What follows belongs to an exercise in optimizing a design on an open flow for small area; a production flow would make more cautious choices. In this exercise RTL edits were held to simulation tests only and were not proved equivalent to the original. Power is estimated from default activity; no workload was simulated.

===== design/flow/run.sh =====
#!/bin/bash
# synth_recipe.tcl (not shown) runs the flow's synth.tcl, then flattens the netlist and writes it again
# the make line also repeats each setting of config.mk as NAME=value (left out here)
make -C /OpenROAD-flow-scripts/flow DESIGN_CONFIG=/design/flow/config.mk WORK_HOME=/design/flow/orfs CLKGATE_MAP_FILE= SYNTH_SCRIPT=/design/flow/synth_recipe.tcl finish

===== design/flow/config.mk =====
export PLATFORM = sky130hd
export DESIGN_NAME = gbx_link
export DESIGN_NICKNAME = gbx_link
export VERILOG_FILES = /design/flow/design.v
export SDC_FILE = /design/flow/constraint.sdc
export NUM_CORES = 4
export LEC_CHECK = 0
export CAP_MARGIN = 20
export CORE_MARGIN = 2
export CORE_UTILIZATION = 40
export PLACE_DENSITY = 0.6
export SLEW_MARGIN = 20

===== design/flow/constraint.sdc =====
create_clock -name core_clock -period 10.0 [get_ports {clk}]
set_input_delay 2.0000 -clock core_clock [delete_from_list [all_inputs] [get_ports {clk}]]
set_output_delay 2.0000 -clock core_clock [all_outputs]
set_load 0.01 [all_outputs]

===== design/flow/design.v =====
module gbx_link (
    input  wire        clk,
    input  wire        rst,           
    input  wire        tick,          
    input  wire        start,         
    input  wire [63:0] desc,          
    input  wire        cancel,        
    input  wire        rx_valid,
    input  wire [7:0]  rx_data,
    output wire        rx_ready,
    output wire        rx_flush,      
    output wire        tx_valid,
    output wire [7:0]  tx_data,
    input  wire        tx_ready,
    input  wire        src_valid,
    input  wire [7:0]  src_data,
    output wire        src_ready,
    output wire        sink_valid,
    output wire [7:0]  sink_data,
    input  wire        sink_ready,
    input  wire [4:0]  buf_raddr,
    output wire [7:0]  buf_rdata,
    output reg         busy,
    output reg  [2:0]  op,            
    output reg         done,
    output reg  [3:0]  status,
    output reg  [2:0]  cause,
    output reg  [2:0]  rxsm,
    output reg  [31:0] result_len,
    output reg  [31:0] offset,
    output reg  [31:0] remaining,
    output reg         progress,
    output reg  [31:0] progress_count
);
    localparam [31:0] T_TIMEOUT   = 32'd3000;
    localparam [31:0] P_POLL_RX   = 32'd10;
    localparam [31:0] P_POLL_BULK = 32'd20;
    localparam [31:0] D_THROTTLE  = 32'd20;
    localparam [31:0] CHUNK_TX    = 32'd32;
    localparam [15:0] BUF_SIZE    = 16'd32;
    localparam [2:0] OP_REQUEST   = 3'd1;
    localparam [2:0] OP_RECV_LEN  = 3'd2;
    localparam [2:0] OP_RECV_BUF  = 3'd3;
    localparam [2:0] OP_RECV_SINK = 3'd4;
    localparam [2:0] OP_SEND      = 3'd5;
    localparam [2:0] S_IDLE       = 3'd0;
    localparam [2:0] S_REQ_SEND   = 3'd1;
    localparam [2:0] S_RX_RUN     = 3'd2;
    localparam [2:0] S_BUF_RUN    = 3'd3;
    localparam [2:0] S_SINK_RUN   = 3'd4;
    localparam [2:0] S_SEND_FETCH = 3'd5;
    localparam [2:0] S_SEND_WRITE = 3'd6;
    localparam [2:0] RX_SEEK_DLE    = 3'd0;
    localparam [2:0] RX_SEEK_STX    = 3'd1;
    localparam [2:0] RX_READ_LENGTH = 3'd2;
    localparam [2:0] RX_DONE        = 3'd3;
    localparam [2:0] RX_TIMEOUT     = 3'd4;
    localparam [2:0] RX_CANCELLED   = 3'd5;
    localparam [3:0] ST_NONE              = 4'd0;
    localparam [3:0] ST_OK                = 4'd1;
    localparam [3:0] ST_NO_FRAME_MARKER   = 4'd2;
    localparam [3:0] ST_INCOMPLETE_LENGTH = 4'd3;
    localparam [3:0] ST_CANCELLED         = 4'd4;
    localparam [3:0] ST_CAPACITY          = 4'd5;
    localparam [3:0] ST_SHORT_TRANSFER    = 4'd6;
    localparam [3:0] ST_SINK_WRITE        = 4'd7;
    localparam [3:0] ST_SHORT_SOURCE      = 4'd8;
    localparam [3:0] ST_TRANSPORT_WRITE   = 4'd9;
    localparam [3:0] ST_ILLEGAL_OP        = 4'd10;
    localparam [2:0] CA_NONE         = 3'd0;
    localparam [2:0] CA_DEADLINE     = 3'd1;
    localparam [2:0] CA_CANCEL       = 3'd2;
    localparam [2:0] CA_BAD_STX      = 3'd3;
    localparam [2:0] CA_SHORT_ACCEPT = 3'd4;
    localparam [7:0] DLE = 8'h10;
    localparam [7:0] STX = 8'h02;
    reg  [2:0]  state;
    reg  [31:0] len_acc;
    reg  [2:0]  len_count;
    reg  [31:0] now;
    reg  [31:0] deadline;
    reg         waiting;
    reg  [31:0] wake;
    reg  [15:0] capacity_r;
    reg  [7:0]  cmd_r;
    reg  [31:0] txc_len;
    reg  [31:0] txc_pos;
    reg  [7:0]  rxc;
    reg  [2:0]  req_idx;      
    reg         fetching;     
    reg  [5:0]  fetch_cnt;    
    reg         sink_pend;    
    reg  [7:0]  bufm [0:31];
    reg  [7:0]  txc  [0:31];
    wire [2:0]  d_op  = desc[2:0];
    wire [7:0]  d_cmd = desc[15:8];
    wire [15:0] d_cap = desc[31:16];
    wire [31:0] d_len = desc[63:32];
    reg desc_valid;
    always @* begin
        case (d_op)
            OP_REQUEST:   desc_valid = (desc[7:3] == 5'd0) && (desc[63:16] == 48'd0);
            OP_RECV_LEN:  desc_valid = (desc[63:3] == 61'd0);
            OP_RECV_BUF:  desc_valid = (desc[15:3] == 13'd0) && (d_cap <= BUF_SIZE);
            OP_RECV_SINK: desc_valid = (desc[31:3] == 29'd0);
            OP_SEND:      desc_valid = (desc[31:3] == 29'd0);
            default:      desc_valid = 1'b0;
        endcase
    end
    wire [31:0] dl_diff     = now - deadline;
    wire        dl_expired  = ~dl_diff[31];           
    wire [31:0] wake_diff   = now - wake;
    wire        wake_reached = ~wake_diff[31];        
    wire [31:0] new_deadline = now + T_TIMEOUT;
    reg [7:0] frame_byte;
    always @* begin
        case (req_idx)
            3'd0:    frame_byte = DLE;
            3'd1:    frame_byte = STX;
            3'd2:    frame_byte = 8'h00;
            3'd3:    frame_byte = 8'h00;
            3'd4:    frame_byte = 8'h00;
            3'd5:    frame_byte = 8'h01;
            default: frame_byte = cmd_r;
        endcase
    end
    wire [31:0] chunk_k = (remaining < CHUNK_TX) ? remaining : CHUNK_TX;
    assign rx_ready   = !waiting && !cancel &&
                        ((state == S_RX_RUN) || (state == S_BUF_RUN) ||
                         ((state == S_SINK_RUN) && !sink_pend));
    assign rx_flush   = (state == S_REQ_SEND) && (req_idx == 3'd0);
    assign tx_valid   = (state == S_REQ_SEND) ||
                        ((state == S_SEND_WRITE) && !waiting && !cancel);
    assign tx_data    = (state == S_REQ_SEND) ? frame_byte : txc[txc_pos[4:0]];
    assign src_ready  = (state == S_SEND_FETCH) && !waiting &&
                        (fetching || ((remaining != 32'd0) && !cancel));
    assign sink_valid = (state == S_SINK_RUN) && sink_pend;
    assign sink_data  = rxc;
    assign buf_rdata  = bufm[buf_raddr];
    always @(posedge clk) begin
        if (rst) begin
            busy           <= 1'b0;
            done           <= 1'b0;
            status         <= ST_NONE;
            cause          <= CA_NONE;
            rxsm           <= RX_SEEK_DLE;
            result_len     <= 32'd0;
            offset         <= 32'd0;
            remaining      <= 32'd0;
            progress       <= 1'b0;
            progress_count <= 32'd0;
            state          <= S_IDLE;
            op             <= 3'd0;
            len_acc        <= 32'd0;
            len_count      <= 3'd0;
            now            <= 32'd0;
            deadline       <= 32'd0;
            waiting        <= 1'b0;
            wake           <= 32'd0;
            capacity_r     <= 16'd0;
            cmd_r          <= 8'd0;
            txc_len        <= 32'd0;
            txc_pos        <= 32'd0;
            rxc            <= 8'd0;
            req_idx        <= 3'd0;
            fetching       <= 1'b0;
            fetch_cnt      <= 6'd0;
            sink_pend      <= 1'b0;
        end else begin
            done     <= 1'b0;
            progress <= 1'b0;
            if (tick)
                now <= now + 32'd1;
            if (waiting) begin
                if (wake_reached)
                    waiting <= 1'b0;
            end else begin
                case (state)
                S_IDLE: begin
                    if (start) begin
                        op     <= d_op;
                        status <= ST_NONE;
                        cause  <= CA_NONE;
                        if (!desc_valid) begin
                            status <= ST_ILLEGAL_OP;
                            cause  <= CA_NONE;
                            done   <= 1'b1;
                        end else begin
                            case (d_op)
                            OP_REQUEST: begin
                                cmd_r   <= d_cmd;
                                req_idx <= 3'd0;
                                state   <= S_REQ_SEND;
                                busy    <= 1'b1;
                            end
                            OP_RECV_LEN: begin
                                rxsm      <= RX_SEEK_DLE;
                                len_acc   <= 32'd0;
                                len_count <= 3'd0;
                                deadline  <= new_deadline;
                                state     <= S_RX_RUN;
                                busy      <= 1'b1;
                            end
                            OP_RECV_BUF: begin
                                remaining  <= d_len;
                                offset     <= 32'd0;
                                capacity_r <= d_cap;
                                deadline   <= new_deadline;
                                if (d_len > {16'd0, d_cap}) begin
                                    status <= ST_CAPACITY;
                                    done   <= 1'b1;
                                end else if (d_len == 32'd0) begin
                                    status <= ST_OK;
                                    done   <= 1'b1;
                                end else begin
                                    state <= S_BUF_RUN;
                                    busy  <= 1'b1;
                                end
                            end
                            OP_RECV_SINK: begin
                                remaining <= d_len;
                                offset    <= 32'd0;
                                deadline  <= new_deadline;
                                sink_pend <= 1'b0;
                                if (d_len == 32'd0) begin
                                    status <= ST_OK;
                                    done   <= 1'b1;
                                end else begin
                                    state <= S_SINK_RUN;
                                    busy  <= 1'b1;
                                end
                            end
                            default: begin  
                                remaining <= d_len;
                                offset    <= 32'd0;
                                txc_len   <= 32'd0;
                                txc_pos   <= 32'd0;
                                deadline  <= new_deadline;
                                fetching  <= 1'b0;
                                if (d_len == 32'd0) begin
                                    status <= ST_OK;
                                    done   <= 1'b1;
                                end else begin
                                    state <= S_SEND_FETCH;
                                    busy  <= 1'b1;
                                end
                            end
                            endcase
                        end
                    end
                end
                S_REQ_SEND: begin
                    if (tx_ready) begin
                        req_idx <= req_idx + 3'd1;
                        if (req_idx == 3'd6) begin
                            status <= ST_OK;
                            cause  <= CA_NONE;
                            busy   <= 1'b0;
                            done   <= 1'b1;
                            state  <= S_IDLE;
                        end
                    end else begin
                        status <= ST_TRANSPORT_WRITE;
                        cause  <= CA_SHORT_ACCEPT;
                        busy   <= 1'b0;
                        done   <= 1'b1;
                        state  <= S_IDLE;
                    end
                end
                S_RX_RUN: begin
                    if (cancel) begin
                        rxsm   <= RX_CANCELLED;
                        status <= ST_CANCELLED;
                        cause  <= CA_CANCEL;
                        busy   <= 1'b0;
                        done   <= 1'b1;
                        state  <= S_IDLE;
                    end else if (rx_valid) begin
                        deadline <= new_deadline;
                        case (rxsm)
                        RX_SEEK_DLE: begin
                            if (rx_data == DLE)
                                rxsm <= RX_SEEK_STX;
                        end
                        RX_SEEK_STX: begin
                            if (rx_data == STX) begin
                                rxsm      <= RX_READ_LENGTH;
                                len_acc   <= 32'd0;
                                len_count <= 3'd0;
                            end else begin
                                rxsm   <= RX_TIMEOUT;
                                status <= ST_NO_FRAME_MARKER;
                                cause  <= CA_BAD_STX;
                                busy   <= 1'b0;
                                done   <= 1'b1;
                                state  <= S_IDLE;
                            end
                        end
                        default: begin  
                            len_acc   <= {len_acc[23:0], rx_data};
                            len_count <= len_count + 3'd1;
                            if (len_count == 3'd3) begin
                                result_len <= {len_acc[23:0], rx_data};
                                rxsm       <= RX_DONE;
                                status     <= ST_OK;
                                cause      <= CA_NONE;
                                busy       <= 1'b0;
                                done       <= 1'b1;
                                state      <= S_IDLE;
                            end
                        end
                        endcase
                    end else if (dl_expired) begin
                        rxsm   <= RX_TIMEOUT;
                        status <= (rxsm == RX_READ_LENGTH) ? ST_INCOMPLETE_LENGTH
                                                           : ST_NO_FRAME_MARKER;
                        cause  <= CA_DEADLINE;
                        busy   <= 1'b0;
                        done   <= 1'b1;
                        state  <= S_IDLE;
                    end else begin
                        wake      <= now + P_POLL_RX;
                        waiting   <= 1'b1;
                    end
                end
                S_BUF_RUN: begin
                    if (cancel) begin
                        status <= ST_SHORT_TRANSFER;
                        cause  <= CA_CANCEL;
                        busy   <= 1'b0;
                        done   <= 1'b1;
                        state  <= S_IDLE;
                    end else if (rx_valid) begin
                        if ({1'b0, offset} + 33'd1 > {17'd0, capacity_r}) begin
                            status <= ST_CAPACITY;
                            cause  <= CA_NONE;
                            busy   <= 1'b0;
                            done   <= 1'b1;
                            state  <= S_IDLE;
                        end else begin
                            bufm[offset[4:0]] <= rx_data;
                            offset         <= offset + 32'd1;
                            remaining      <= remaining - 32'd1;
                            deadline       <= new_deadline;
                            progress       <= 1'b1;
                            progress_count <= progress_count + 32'd1;
                            if (remaining == 32'd1) begin
                                status <= ST_OK;
                                cause  <= CA_NONE;
                                busy   <= 1'b0;
                                done   <= 1'b1;
                                state  <= S_IDLE;
                            end
                        end
                    end else if (dl_expired) begin
                        status <= ST_SHORT_TRANSFER;
                        cause  <= CA_DEADLINE;
                        busy   <= 1'b0;
                        done   <= 1'b1;
                        state  <= S_IDLE;
                    end else begin
                        wake      <= now + P_POLL_BULK;
                        waiting   <= 1'b1;
                    end
                end
                S_SINK_RUN: begin
                    if (sink_pend) begin
                        sink_pend <= 1'b0;
                        if (sink_ready) begin
                            offset         <= offset + 32'd1;
                            progress       <= 1'b1;
                            progress_count <= progress_count + 32'd1;
                            if (remaining == 32'd0) begin
                                status <= ST_OK;
                                cause  <= CA_NONE;
                                busy   <= 1'b0;
                                done   <= 1'b1;
                                state  <= S_IDLE;
                            end
                        end else begin
                            status <= ST_SINK_WRITE;
                            cause  <= CA_SHORT_ACCEPT;
                            busy   <= 1'b0;
                            done   <= 1'b1;
                            state  <= S_IDLE;
                        end
                    end else if (cancel) begin
                        status <= ST_SHORT_TRANSFER;
                        cause  <= CA_CANCEL;
                        busy   <= 1'b0;
                        done   <= 1'b1;
                        state  <= S_IDLE;
                    end else if (rx_valid) begin
                        rxc       <= rx_data;
                        remaining <= remaining - 32'd1;
                        deadline  <= new_deadline;
                        sink_pend <= 1'b1;
                    end else if (dl_expired) begin
                        status <= ST_SHORT_TRANSFER;
                        cause  <= CA_DEADLINE;
                        busy   <= 1'b0;
                        done   <= 1'b1;
                        state  <= S_IDLE;
                    end else begin
                        wake      <= now + P_POLL_BULK;
                        waiting   <= 1'b1;
                    end
                end
                S_SEND_FETCH: begin
                    if (!fetching) begin
                        if (remaining == 32'd0) begin
                            status <= ST_OK;
                            cause  <= CA_NONE;
                            busy   <= 1'b0;
                            done   <= 1'b1;
                            state  <= S_IDLE;
                        end else if (cancel) begin
                            status <= ST_SHORT_TRANSFER;
                            cause  <= CA_CANCEL;
                            busy   <= 1'b0;
                            done   <= 1'b1;
                            state  <= S_IDLE;
                        end else if (!src_valid) begin
                            status <= ST_SHORT_SOURCE;
                            cause  <= CA_NONE;
                            busy   <= 1'b0;
                            done   <= 1'b1;
                            state  <= S_IDLE;
                        end else begin
                            txc[0]    <= src_data;
                            txc_len   <= chunk_k;
                            txc_pos   <= 32'd0;
                            fetch_cnt <= 6'd1;
                            if (chunk_k == 32'd1)
                                state <= S_SEND_WRITE;
                            else
                                fetching <= 1'b1;
                        end
                    end else begin
                        if (!src_valid) begin
                            fetching <= 1'b0;
                            status   <= ST_SHORT_SOURCE;
                            cause    <= CA_NONE;
                            busy     <= 1'b0;
                            done     <= 1'b1;
                            state    <= S_IDLE;
                        end else begin
                            txc[fetch_cnt[4:0]] <= src_data;
                            fetch_cnt <= fetch_cnt + 6'd1;
                            if ({26'd0, fetch_cnt} + 32'd1 == txc_len) begin
                                fetching <= 1'b0;
                                state    <= S_SEND_WRITE;
                            end
                        end
                    end
                end
                S_SEND_WRITE: begin
                    if (cancel) begin
                        status <= ST_SHORT_TRANSFER;
                        cause  <= CA_CANCEL;
                        busy   <= 1'b0;
                        done   <= 1'b1;
                        state  <= S_IDLE;
                    end else if (tx_ready) begin
                        txc_pos   <= txc_pos + 32'd1;
                        offset    <= offset + 32'd1;
                        remaining <= remaining - 32'd1;
                        deadline  <= new_deadline;
                        if (txc_pos + 32'd1 == txc_len) begin
                            progress       <= 1'b1;
                            progress_count <= progress_count + 32'd1;
                            state          <= S_SEND_FETCH;
                            wake           <= now + D_THROTTLE;
                            waiting        <= 1'b1;
                        end
                    end else if (dl_expired) begin
                        status <= ST_SHORT_TRANSFER;
                        cause  <= CA_DEADLINE;
                        busy   <= 1'b0;
                        done   <= 1'b1;
                        state  <= S_IDLE;
                    end else begin
                        wake      <= now + P_POLL_BULK;
                        waiting   <= 1'b1;
                    end
                end
                default: state <= S_IDLE;
                endcase
            end
        end
    end
endmodule

==> out/results.tsv <==
stage	metric	value	unit
outcome	status	finished clean	
drt	vias	32854	
power	combPwrFrac	0.274	
power	p_leak	0.0165	uW
synth	synth_top_area_share	0.354	
floorplan	dieWidth	334	um
finish	syn_to_final_growth	16.7	%
synth	synthArstFlopShare	0	
power	ir_worst_vdd	0.682	mV
synth	synth-simple-area-share	0.147	
timing	timing.final.hold_violations	0	
timing	setup_viol	0	
timing	fmax	0.139	GHz
worst_setup_path	critPathRequiredTime	10350	ps
cts	cts_hold_buf	0	
drt	drtIter0Drc	3445	
drt	dr.pass1.iters	6	
floorplan	io_pins	267	
synth	yosysMostFrequentCell	edfxtp_1	
worst_setup_path	critPathBufInv	0	
synth	synth_nets	4198	
worst_setup_path	path_class	flop to flop	
synth	synthXorXnorAreaFrac	0.0322	
global_routing	grt_max_degree	180	
synth	yosysTopAreaCell	edfxtp_1	
power	p_per_area	214	nW/um^2
synth	ys_ff_latch	895	
drt	final_antenna_net_count	0	
synth	synthCells	3989	
worst_setup_path	cp_max_fo	8	
synth	yosys.area_share.adder	0.0331	
timing	rsz0062_at_grt	false	
global_routing	overflow	0	
timing	slew_violations	0	
timing	tns	0	ps
timing	fin_crit	7220	ps
worst_setup_path	reg2regPathDepth	19	
finish	nets	4352	
cts	cts_tree	done	
floorplan	num_rows	120	
finish	final_layout_size_suffix_gt1_frac	0.108	
placement	port_buffers	266	
drt	routed_wl	130000	um
drt	wl_per_cell	23.1	um
job	max_cap_violations	0	
placement	gp_congestion	0.934	
synth	synth_edf_count	512	
worst_setup_path	critPathTopFamily	simple AND/OR/NAND/NOR gates	
floorplan	die_y	334	um
synth	synth.top_cells.by_count	512 x edfxtp_1, 383 x dfxtp_1, 365 x nand2_1, 363 x nor2_1, 332 x a21oi_1	
power	seqPwrFrac	0.375	
floorplan	coreArea	107000	um^2
cts	ctsResizeCount	0	
worst_setup_path	path_cells	ha_1 > nand4_1 > nor2_1 > nand2_1 > nor2_1 > and3_1 > nand3_1 > xnor2_1 > ha_1 > nand4_1 > or3_1 > o32a_1 > a21boi_0 > or4_4 > nor3_2 > nand2_1 > nor3_1 > nand2_1 > nor2_1	
placement	dpl.hpwl	88100	um
synth	synth_compound_area_frac	0.125	
global_routing	grt_pass1_vias	30794	
drt	drc	0	
power	switchingPower	3750	uW
floorplan	die-area	111000	um^2
cts	cts_buffers	97	
worst_setup_path	cp.arrival	7570	ps
power	p_int	7080	uW
cts	cts_sinks	895	
timing	whs	453	ps
power	power.share.clock	0.351	
cts	clkLatencyLatePin	720	ps
worst_setup_path	crit_cells	19	
hold_path	hold_path.class	flop to flop	
cts	postCtsSetupBuffers	0	
worst_setup_path	critPathLaunchType	flop	
synth	syn_area	43500	um^2
drt	vias_per_cell	5.84	
power	swShare	0.346	
synth	ys.flop_type	edfxtp_1	
synth	synth_area_per_cell	10.9	um^2
finish	nFillCells	9718	
timing	maxSlewHeadroom	0.225	
synth	yosysUniqueCellTypes	91	
global_routing	antenna_found_initial	5	
floorplan	start_util	0.405	
worst_setup_path	endpoint_kind	flop	
global_routing	grt_pass1_wl	196000	um
timing	post-route-period-util	0.722	
worst_setup_path	cp_slowest_cell	nor2_1	
hold_path	holdPathStages	2	
synth	yosysWarnings	1	
synth	synthMuxAreaShare	0.0970	
cts	path_clk_slew	60	ps
global_routing	grt_use_total	0.229	
synth	ys_seq_area_frac	0.530	
cts	clock-root-buffer	clkbuf_16	
timing	fin_skew	69.7	ps
cts	cts_buffer_depth	3	
cts	cts-htree-levels	3	
synth	synth_top_family_by_area	simple AND/OR/NAND/NOR gates	
worst_setup_path	max_stage_delay	770	ps
timing	worstMarginPinSlew	1150	ps
synth	synth_top_cells_by_area	edfxtp_1 35%, dfxtp_1 18%, mux4_2 8.3%, a21oi_1 3.8%, ha_1 3.3%	
## worst min-delay path: stages (launching register included)
cell and delay, ps:
dfxtp_1 310, nand2_1 50, a21oi_1 50
## registers in the layout, summed over array words and instances (netlist names), 16 cells and up, named ones only
name / flops
remaining: 32
deadline: 32
now: 32
txc_pos: 32
result_len: 32
offset: 32
txc_len: 32
txc: 256
len_acc: 24
wake: 32
capacity_r: 16
bufm: 256
progress_count: 32
## power groups by stage
stage | sequential (uW) | clock, uW | combinational (uW)
6_report | 4060 | 3800 | 2970
5_1_grt | 4060 | 4010 | 3190
4_1_cts | 4050 | 3870 | 2920
3_5_place_dp | 4130 | 0 | 2900
3_3_place_gp | 4130 | 0 | 2890
2_1_floorplan | 4120 | 0 | 1920
## layer usage
layer / GRT usage / part of all wire
met5: 0 / 0.000069
met1: 0.329 / 0.45
met4: 0.0644 / 0.026
met2: 0.348 / 0.44
met3: 0.0490 / 0.085
## final timing paths
path | end | start | slack [ps]
max | bufm[5][3]$_DFFE_PP_ | offset[0]$_SDFFE_PP0P_ | 2780
min | result_len[31]$_SDFFE_PP0P_ | len_acc[23]$_SDFFE_PP0P_ | 450
max reg2reg | bufm[5][3]$_DFFE_PP_ | offset[0]$_SDFFE_PP0P_ | 2780
min reg2reg | result_len[31]$_SDFFE_PP0P_ | len_acc[23]$_SDFFE_PP0P_ | 450
## cells in the final DEF (no fill, tap or decap), types with 30 or more instances in the layout
cell,netlist,layout
mux4_2,160,160
nand3_1,119,119
nor3_1,92,92
nand4_1,58,58
clkbuf_16,0,97
clkdlybuf4s50_1,0,256
a31oi_1,30,30
nand2_1,365,363
and3_1,30,30
a311oi_1,31,31
and2_1,41,41
a211oi_1,67,67
nor2_1,363,361
nor4_1,50,46
edfxtp_1,512,512
xnor2_1,77,77
ha_1,115,115
mux2i_1,49,49
a21oi_1,332,330
xor2_1,83,83
or3_1,54,54
inv_1,139,139
buf_4,3,54
o21ai_0,207,207
dfxtp_1,383,381
## per-stage QoR
| stage | instance area (um^2) | power, uW | instances | util | setup WS, ps |
|---|---|---|---|---|---|
| after global placement | 47300 | 7030 | 5446 | 0.441 | 2940 |
| after global routing | 50700 | 11300 | 5628 | 0.472 | 2350 |
| after CTS | 50700 | 10800 | 5626 | 0.472 | 2830 |
| after floorplan | 43500 | 6040 | 3989 | - | 3780 |
| final | 50700 | 10800 | 5629 | 0.472 | 2780 |
| after detailed placement | 47300 | 7030 | 5446 | 0.441 | 2870 |
## cell type report
| class | count | area (um^2) | area share |
|---|---|---|---|
| Inverter | 140 | 526 | 0.0104 |
| Sequential cell | 895 | 23000 | 0.454 |
| Clock buffer | 115 | 2530 | 0.0500 |
| Antenna cell | 2 | 5.00 | 0.0000987 |
| Tap cell | 1403 | 1760 | 0.0346 |
| Timing Repair Buffer | 320 | 3040 | 0.0600 |
| Multi-Input combinational cell | 2689 | 18900 | 0.373 |
| Clock inverter | 65 | 886 | 0.0175 |
## logic make-up (layout without fill, tap and decap cells)
family / after synthesis / in the layout
AND/OR/NAND/NOR: 1319 / 1319
flip-flops: 895 / 895
AO/OA/AOI/OAI: 875 / 875
buffers and inverters: 405 / 640
multiplexers: 220 / 220
XOR/XNOR: 160 / 160
adder cells (fa/ha/maj): 115 / 115
other: 0 / 2

separate check: timing with driven ports:
The flow's constraints put no driver on any port. The routed layout listed below was extracted and timed again, unchanged, in two steps.
Step 1 sets driving cells, clkbuf_16 on the clock port and buf_2 on the other inputs (assumed; they add their load-dependent delay and slew).
Step 2 adds t to the input delays and takes it off the output delays; t is the mean of the earliest and latest rising clock arrival at the registers after step 1. Input paths then give back, and output paths get back, about the clock's delay inside the block.
a / b / c = ideal / step 1 / step 2; a / b = the first two.
t, ns: 0.756
setup slack, ns: 2.780 / 2.780 / 2.780
hold WS [ns]: 0.453 / 0.453 / 0.453
clock arrival spread, ns: 0.069 / 0.070
cell pins on the clock port's net: 1
After both steps setup and hold are still met in this run. For this run, drivers alone change the setup slack by 0.000 ns; drivers and shift together by 0.000 ns.
